From an optimization exercise on the open Yosys and OpenROAD flow, aimed at small area; shortcuts taken in it are not production practice.
Only simulation tests tie the RTL to the original design; equivalence was not proved.
The flow treats the clock pin as an ideal source. Dropping or thinning the clock tree relies on that and would not hold on a real chip.
Power and IR drop assume default switching activity.

Setup of xenon:
==> flow/design.v (excerpt) <==
module fde_core (
    input  wire        clk,
    input  wire        rst,            
    input  wire [7:0]  key,            
    output wire [7:0]  mem_addr,
    output wire        mem_we,
    output wire [15:0] mem_wdata,
    input  wire [15:0] mem_rdata,
    output reg  [15:0] out_data,
    output wire        out_valid,
    output reg  [15:0] disp_data,
    output wire        disp_data_valid,
    output reg  [15:0] disp_ctrl,
    output wire        disp_ctrl_valid,
    output reg         halted,
    output wire [1:0]  fault,
    output wire [15:0] fault_info
);
==> flow/config.mk <==
export PLATFORM = sky130hd
export DESIGN_NAME = fde_core
export DESIGN_NICKNAME = fde_core
export VERILOG_FILES = /design/flow/design.v
export SDC_FILE = /design/flow/constraint.sdc
export NUM_CORES = 4
export LEC_CHECK = 0
export ABC_AREA = 1
export CAP_MARGIN = 20
export CORE_MARGIN = 2
export CORE_UTILIZATION = 40
export CTS_BUF_LIST = sky130_fd_sc_hd__clkbuf_8
export PLACE_DENSITY = 0.6
export SLEW_MARGIN = 20
==> flow/constraint.sdc <==
create_clock -name core_clock -period 7.0 [get_ports {clk}]
set_input_delay 1.4000 -clock core_clock [delete_from_list [all_inputs] [get_ports {clk}]]
set_output_delay 1.4000 -clock core_clock [all_outputs]
set_load 0.01 [all_outputs]
standard.sh (not shown) runs the stock make flow with config.mk's settings and CLKGATE_MAP_FILE= SYNTH_SCRIPT=/design/flow/synth_recipe.tcl, a recipe that flattens the netlist after the stock synthesis.
==> flow/flow/run.sh <==
#!/bin/bash
# The standard layout (standard.sh), with three changes:
#  - synthesis maps logic with an area-oriented ABC script (flow/abc_area.script,
#    used through ABC_AREA=1) instead of ORFS's, which buffers and upsizes;
#  - the port buffers are the smallest buffer cell;
#  - the clock tree is made by flow/manual_cts.tcl (four clkbuf_16 leaf buffers
#    on the clock port, one per quarter of the registers) in place of
#    clock_tree_synthesis; the rest of ORFS's CTS step (legalisation, timing
#    repair) runs unchanged.
set -euo pipefail
here=$(pwd)
rm -rf "$here/scripts"
cp -r "$FLOW_HOME/scripts" "$here/scripts"
cp "$here/flow/abc_area.script" "$here/scripts/abc_area.script"
sed -i "s|^log_cmd clock_tree_synthesis {\*}\$cts_args|source $here/flow/manual_cts.tcl|" "$here/scripts/cts.tcl"
grep -q "manual_cts.tcl" "$here/scripts/cts.tcl"
export SCRIPTS_DIR="$here/scripts"
export BUFFER_PORTS_ARGS="-buffer_cell sky130_fd_sc_hd__buf_1"
bash standard.sh > "$here/standard.log" 2>&1
==> flow/flow/abc_area.script <==
strash
&get -n
&deepsyn -T 120
&dch -f
&nf -R 1000 -a
&put
==> flow/flow/manual_cts.tcl <==
# Clock tree made by hand: the clock port drives four clkbuf_16 leaf buffers,
# each driving the clock pins of one quarter of the registers (split by x,
# then by y), placed at the centre of its registers. A balanced tree of one
# level: every register's clock passes through exactly one buffer.
proc manual_cts { nx ny bufname } {
  set db [ord::get_db]
  set block [ord::get_db_block]
  set clknet [$block findNet clk]
  set master [$db findMaster $bufname]
  set sinks {}
  foreach it [$clknet getITerms] {
    set inst [$it getInst]
    set loc [$inst getLocation]
    lappend sinks [list $it [lindex $loc 0] [lindex $loc 1]]
  }
  set n [llength $sinks]
  set sx [lsort -integer -index 1 $sinks]
  set groups {}
  for { set i 0 } { $i < $nx } { incr i } {
    set a [expr { $i * $n / $nx }]
    set b [expr { ($i + 1) * $n / $nx - 1 }]
    set col [lsort -integer -index 2 [lrange $sx $a $b]]
    set m [llength $col]
    for { set j 0 } { $j < $ny } { incr j } {
      set c [expr { $j * $m / $ny }]
      set d [expr { ($j + 1) * $m / $ny - 1 }]
      lappend groups [lrange $col $c $d]
    }
  }
  set k 0
  foreach g $groups {
    set inst [odb::dbInst_create $block $master "clkbuf_leaf_$k"]
    set net [odb::dbNet_create $block "clknet_leaf_$k"]
    $net setSigType CLOCK
    [$inst findITerm A] connect $clknet
    [$inst findITerm X] connect $net
    set sumx 0
    set sumy 0
    foreach s $g {
      set it [lindex $s 0]
      $it disconnect
      $it connect $net
      incr sumx [lindex $s 1]
      incr sumy [lindex $s 2]
    }
    set cnt [llength $g]
    $inst setLocation [expr { $sumx / $cnt }] [expr { $sumy / $cnt }]
    $inst setPlacementStatus PLACED
    puts "manual_cts: leaf $k drives $cnt clock pins"
    incr k
  }
}
manual_cts 2 2 sky130_fd_sc_hd__clkbuf_16
Setup changes, xenon to harbor
--- a/flow/flow/run.sh
+++ b/flow/flow/run.sh
@@ -6,4 +6 @@
-#  - the clock tree is made by flow/manual_cts.tcl (four clkbuf_16 leaf buffers
-#    on the clock port, one per quarter of the registers) in place of
-#    clock_tree_synthesis; the rest of ORFS's CTS step (legalisation, timing
-#    repair) runs unchanged.
+#  - clock tree synthesis inserts no dummy loads.
@@ -15,2 +11,0 @@
-sed -i "s|^log_cmd clock_tree_synthesis {\*}\$cts_args|source $here/flow/manual_cts.tcl|" "$here/scripts/cts.tcl"
-grep -q "manual_cts.tcl" "$here/scripts/cts.tcl"
@@ -18,0 +14 @@
+export CTS_ARGS="-sink_clustering_enable -repair_clock_nets -buf_list sky130_fd_sc_hd__clkbuf_8 -dont_use_dummy_load"
==> flow/flow/abc_area.script <==
strash
&get -n
&deepsyn -T 30
&dch -f
&nf -R 1000 -a
&put
removed: flow/flow/manual_cts.tcl
--- outcome ---
- In the metrics for xenon and harbor, the one carrying the higher total design power is harbor.
- Compared with xenon, harbor shows clock group share of total power higher by 2.1 points.
- Against xenon, the final cell area of harbor is higher.
- Fmax, harbor vs xenon: down by a few percent
- Compared to xenon, harbor has net switching fraction of the power 1.0 points higher.
- Wire length of the first global-routing pass delta (harbor − xenon): unfavourable
- Number of global-route vias before repair in harbor vs xenon: up 2.0%
- harbor ends up with higher overall via count from detail_route than xenon does.
- harbor packs its core more tightly than xenon.
- Looking at first-iteration DRC count across both flows, harbor is the stronger of the two, with xenon trailing.
The clock cells of xenon come from the design's own scripts or RTL, not from TritonCTS.

separate check: timing with driven ports:
How much do the figures lean on ideal ports? The routed layouts below were timed once more, with nothing changed but the port constraints.
Step 1 assumes that a clkbuf_16 drives the clock port and a buf_2 every other input.
Step 2 adds t to the input delays and takes it off the output delays; t is the mean of the earliest and latest rising clock arrival at the registers after step 1. Input paths then give back, and output paths get back, about the clock's delay inside the block.
a / b / c = ideal ports / drivers / drivers and shift; a / b = the first two.
| run | t (ns) | setup WS [ns] | worst register clock-pin slew, ns |
|---|---|---|---|
| xenon | 0.231 | 2.220 / 2.146 / 2.378 | 0.10 / 0.10 |
| harbor | 0.379 | 2.064 / 2.030 / 2.409 | 0.09 / 0.09 |
After both steps setup and hold are still met in every run listed.
